Source: an optimization exercise on an open RTL-to-GDS flow (aim: small area, a short achievable clock period and few clock cycles per item). Production flows keep margins and buffers that such runs may drop.
In this exercise RTL edits were held to simulation tests only and were not proved equivalent to the original.
Power figures rest on the tool's default switching activity, not on a simulated workload.

// mont_mul
module mont_mul (
    input  wire         clk,
    input  wire         rst,
    input  wire         start,
    input  wire [1:0]   op,
    input  wire [259:0] a,
    input  wire [259:0] b,
    output wire         ready,
    output reg          done,
    output wire [259:0] result
);
    localparam [259:0] L    = 260'h1000000000000000000000000000000014def9dea2f79cd65812631a5cf5d3ed;
    localparam [259:0] RR   = 260'h9411b7c309a3dceec73d217f5be65cb687604d63c715bea69f9d265e952d13b;
    localparam [260:0] NEGL = (261'd1 << 261) - {1'b0, L};
    localparam [124:0] LC   = L[124:0];
    localparam [1:0] OP_MUL = 2'd1, OP_TOMONT = 2'd2, OP_FROMMONT = 2'd3;
    reg  [260:0] A;           
    reg  [259:0] B;           
    reg          y_rr, y_one;  
    reg  [265:0] RS, RC;      
    reg  [16:0]  CR;          
    reg  [6:0]   cnt;
    reg          run, first, active, sub, pend, p1, op_mul, ready_r, negl, settled;
    assign ready  = ready_r;
    assign result = RS[259:0];
    wire acc = start & ready_r;
    wire [259:0] Y = B;
    wire [260:0] Y1 = {1'b0, Y};
    wire [260:0] Y2 = {Y, 1'b0};
    reg  [5:0] bc;
    wire neg0 = bc[0], one0 = bc[1], two0 = bc[2];
    wire neg1 = bc[3], one1 = bc[4], two1 = bc[5];
    wire [260:0] pp0 = ((one0 ? Y1 : 261'd0) | (two0 ? Y2 : 261'd0)) ^ {261{neg0}};
    wire [260:0] pp1 = ((one1 ? Y1 : 261'd0) | (two1 ? Y2 : 261'd0)) ^ {261{neg1}};
    wire [261:0] gs = first ? (262'd1 << 261) : RS[265:4];
    reg  [4:0]   x5;
    always @(*) begin
        case ({first, RS[3:0], RC[3:0]})
            9'd0: x5 = 5'd0;
            9'd1: x5 = 5'd1;
            9'd2: x5 = 5'd2;
            9'd3: x5 = 5'd3;
            9'd4: x5 = 5'd4;
            9'd5: x5 = 5'd5;
            9'd6: x5 = 5'd6;
            9'd7: x5 = 5'd7;
            9'd8: x5 = 5'd8;
            9'd9: x5 = 5'd9;
            9'd10: x5 = 5'd10;
            9'd11: x5 = 5'd11;
            9'd12: x5 = 5'd12;
            9'd13: x5 = 5'd13;
            9'd14: x5 = 5'd14;
            9'd15: x5 = 5'd15;
            9'd16: x5 = 5'd1;
            9'd17: x5 = 5'd2;
            9'd18: x5 = 5'd3;
  ...
Settings: LEC_CHECK=0, CAP_MARGIN=20, CORE_MARGIN=2, CORE_UTILIZATION=40, SETUP_SLACK_MARGIN=5, SLEW_MARGIN=20; clock period 9.0 ns.
standard.sh (not shown) runs the stock make flow with config.mk's settings and CLKGATE_MAP_FILE= SYNTH_SCRIPT=/design/flow/synth_recipe.tcl, a recipe that flattens the netlist after the stock synthesis.
==> flow/flow/run.sh <==
#!/bin/bash
# Own layout flow: the standard flow, with two changes between synthesis
# and floorplan:
#  1. flow/polarity.py removes the inverters that Yosys' full-adder extraction
#     leaves between full adders (each full adder is built in the polarity
#     that needs no inverter; the netlist's registers are not touched);
#  2. ports are buffered with buf_1 cells instead of the default delay cell.
# Each tool's output goes to a log file of its own in this folder.
set -euo pipefail
R=orfs/results/${FLOW_PLATFORM}/mont_mul/base
LIB=${FLOW_HOME}/platforms/${FLOW_PLATFORM}/lib/sky130_fd_sc_hd__tt_025C_1v80.lib

bash standard.sh synth > synth.log 2>&1
cp ${R}/1_2_yosys.v ${R}/1_2_yosys_std.v
python3 flow/polarity.py ${R}/1_2_yosys_std.v ${R}/1_2_yosys.v ${LIB} > polarity.log 2>&1
rm -f ${R}/1_synth.odb
BUFFER_PORTS_ARGS="-buffer_cell sky130_fd_sc_hd__buf_1" bash standard.sh finish > layout.log 2>&1
Other scripts of this flow, unchanged in this note and not shown: flow/flow/polarity.py
Testbench counts at the start, summed over its fixed seeds: cycles 38,420, items 384.
==> next run, changes <==
==> flow/flow/run.sh (replaced) <==
#!/bin/bash
# Own layout flow: the standard flow, with these changes
# (1 and 2 between synthesis and floorplan):
#  1. flow/polarity.py removes the inverters that Yosys' full-adder extraction
#     leaves between full adders (each full adder is built in the polarity
#     that needs no inverter; the netlist's registers are not touched);
#  2. ports are buffered with buf_1 cells instead of the default delay cell;
#  3. timing repair aims at a setup slack of 6 ns (the period is unchanged).
# Each tool's output goes to a log file of its own in this folder.
set -euo pipefail
R=orfs/results/${FLOW_PLATFORM}/mont_mul/base
LIB=${FLOW_HOME}/platforms/${FLOW_PLATFORM}/lib/sky130_fd_sc_hd__tt_025C_1v80.lib

bash standard.sh synth > synth.log 2>&1
cp ${R}/1_2_yosys.v ${R}/1_2_yosys_std.v
python3 flow/polarity.py ${R}/1_2_yosys_std.v ${R}/1_2_yosys.v ${LIB} > polarity.log 2>&1
rm -f ${R}/1_synth.odb
bash standard.sh "BUFFER_PORTS_ARGS=-buffer_cell sky130_fd_sc_hd__buf_1" SETUP_SLACK_MARGIN=6 finish > layout.log 2>&1
Result: The changed run completed without violations; die area is unchanged; final area grows by 14%; wire length climbs by 9.7%; sequential share of layout area went down by 2.6 points; utilization came out higher by 6.1 points; final cell count rose by 4.9%; critical path depth increases by 2; sequential cell count stays the same; power rose by 21%; sequential power climbs by 2.3%.
==> next run, changes <==
==> flow/flow/run.sh (replaced) <==
#!/bin/bash
# Own layout flow: the standard flow, with two changes between synthesis
# and floorplan:
#  1. flow/polarity.py removes the inverters that Yosys' full-adder extraction
#     leaves between full adders (each full adder is built in the polarity
#     that needs no inverter; the netlist's registers are not touched);
#  2. ports are buffered with buf_1 cells instead of the default delay cell.
# Each tool's output goes to a log file of its own in this folder.
set -euo pipefail
R=orfs/results/${FLOW_PLATFORM}/mont_mul/base
LIB=${FLOW_HOME}/platforms/${FLOW_PLATFORM}/lib/sky130_fd_sc_hd__tt_025C_1v80.lib

bash standard.sh synth > synth.log 2>&1
cp ${R}/1_2_yosys.v ${R}/1_2_yosys_std.v
python3 flow/polarity.py ${R}/1_2_yosys_std.v ${R}/1_2_yosys.v ${LIB} > polarity.log 2>&1
rm -f ${R}/1_synth.odb
BUFFER_PORTS_ARGS="-buffer_cell sky130_fd_sc_hd__buf_1" bash standard.sh finish > layout.log 2>&1
Settings changed: ABC_AREA from default to 1.
- The new run produced a clean layout
- global-route usage falls by 4.6 points
- clock power rises by about 1%
- cell count rises by 5.0%
- synthesized cell count rises by 15%

========
Starting RTL as in the previous note.
==> flow/config.mk <==
export PLATFORM = sky130hd
export DESIGN_NAME = mont_mul
export DESIGN_NICKNAME = mont_mul
export VERILOG_FILES = /design/flow/design.v
export SDC_FILE = /design/flow/constraint.sdc
export NUM_CORES = 4
export LEC_CHECK = 0
export CAP_MARGIN = 20
export CORE_MARGIN = 2
export CORE_UTILIZATION = 40
export CTS_BUF_LIST = sky130_fd_sc_hd__clkbuf_8
export CTS_CLUSTER_SIZE = 30
export SETUP_SLACK_MARGIN = 5
export SLEW_MARGIN = 20
==> flow/constraint.sdc <==
create_clock -name core_clock -period 9.0 [get_ports {clk}]
set_input_delay 1.8000 -clock core_clock [delete_from_list [all_inputs] [get_ports {clk}]]
set_output_delay 1.8000 -clock core_clock [all_outputs]
set_load 0.01 [all_outputs]
==> flow/flow/run.sh <==
#!/bin/bash
# Own layout flow: the standard flow, with two changes between synthesis
# and floorplan:
#  1. flow/polarity.py removes the inverters that Yosys' full-adder extraction
#     leaves between full adders (each full adder is built in the polarity
#     that needs no inverter; the netlist's registers are not touched);
#  2. ports are buffered with buf_1 cells instead of the default delay cell.
# Each tool's output goes to a log file of its own in this folder.
set -euo pipefail
R=orfs/results/${FLOW_PLATFORM}/mont_mul/base
LIB=${FLOW_HOME}/platforms/${FLOW_PLATFORM}/lib/sky130_fd_sc_hd__tt_025C_1v80.lib

bash standard.sh synth > synth.log 2>&1
cp ${R}/1_2_yosys.v ${R}/1_2_yosys_std.v
python3 flow/polarity.py ${R}/1_2_yosys_std.v ${R}/1_2_yosys.v ${LIB} > polarity.log 2>&1
rm -f ${R}/1_synth.odb
BUFFER_PORTS_ARGS="-buffer_cell sky130_fd_sc_hd__buf_1" bash standard.sh finish > layout.log 2>&1
Other scripts of this flow, unchanged in this note and not shown: flow/flow/polarity.py
The starting point produced a clean layout.
Testbench counts at the start, summed over its fixed seeds: cycles 38,420, items 384.
Rerun with:
--- a/flow/config.mk
+++ b/flow/config.mk
@@ -9,5 +9,3 @@
 export CORE_MARGIN = 2
-export CORE_UTILIZATION = 40
-export CTS_BUF_LIST = sky130_fd_sc_hd__clkbuf_8
-export CTS_CLUSTER_SIZE = 30
+export CORE_UTILIZATION = 55
 export SETUP_SLACK_MARGIN = 5
=> Maximum frequency hardly moves. Non-clock buffer count rose by 8. Synthesized cell count stays the same. Register-to-register slack hardly moves. Global-route usage rose by 9.2 points. Power went down by 0.40%. Core utilization goes up by 16 points. Hold slack is about the same. Critical path depth decreases by 2. Via count goes down by 1.3%.

re-timing with driven ports:
The results above use ideal ports. As a check the final layouts listed here were re-extracted and re-timed, cells and wires unchanged. Step 1 sets driving cells, clkbuf_16 on the clock port and buf_2 on the other inputs (assumed; they add their load-dependent delay and slew). Step 2 moves the port delays by t, midway between the first and last clock arrival at a register: inputs arrive t later, outputs are due t later. That takes back most of the time a late clock gives input paths. a / b / c = ideal ports / drivers / drivers and shift; a / b = the first two.
| run | t (ns) | setup WS [ns] | worst setup path at the end | pins driven straight from the clock port |
|---|---|---|---|---|
| the first run of note 1 | 0.897 | 5.003 / 5.003 / 5.003 | register to register | 1 |
| the second run of note 1 | 0.913 | 5.071 / 5.071 / 5.071 | register to register | 1 |
| the third run of note 1 | 0.901 | 5.069 / 5.014 / 5.069 | register to register | 1 |
| the first run of note 2 | 1.103 | 4.994 / 4.980 / 4.994 | register to register | 1 |
| the second run of note 2 | 0.871 | 4.993 / 4.954 / 4.993 | register to register | 1 |
After both steps every run listed still meets setup and hold.
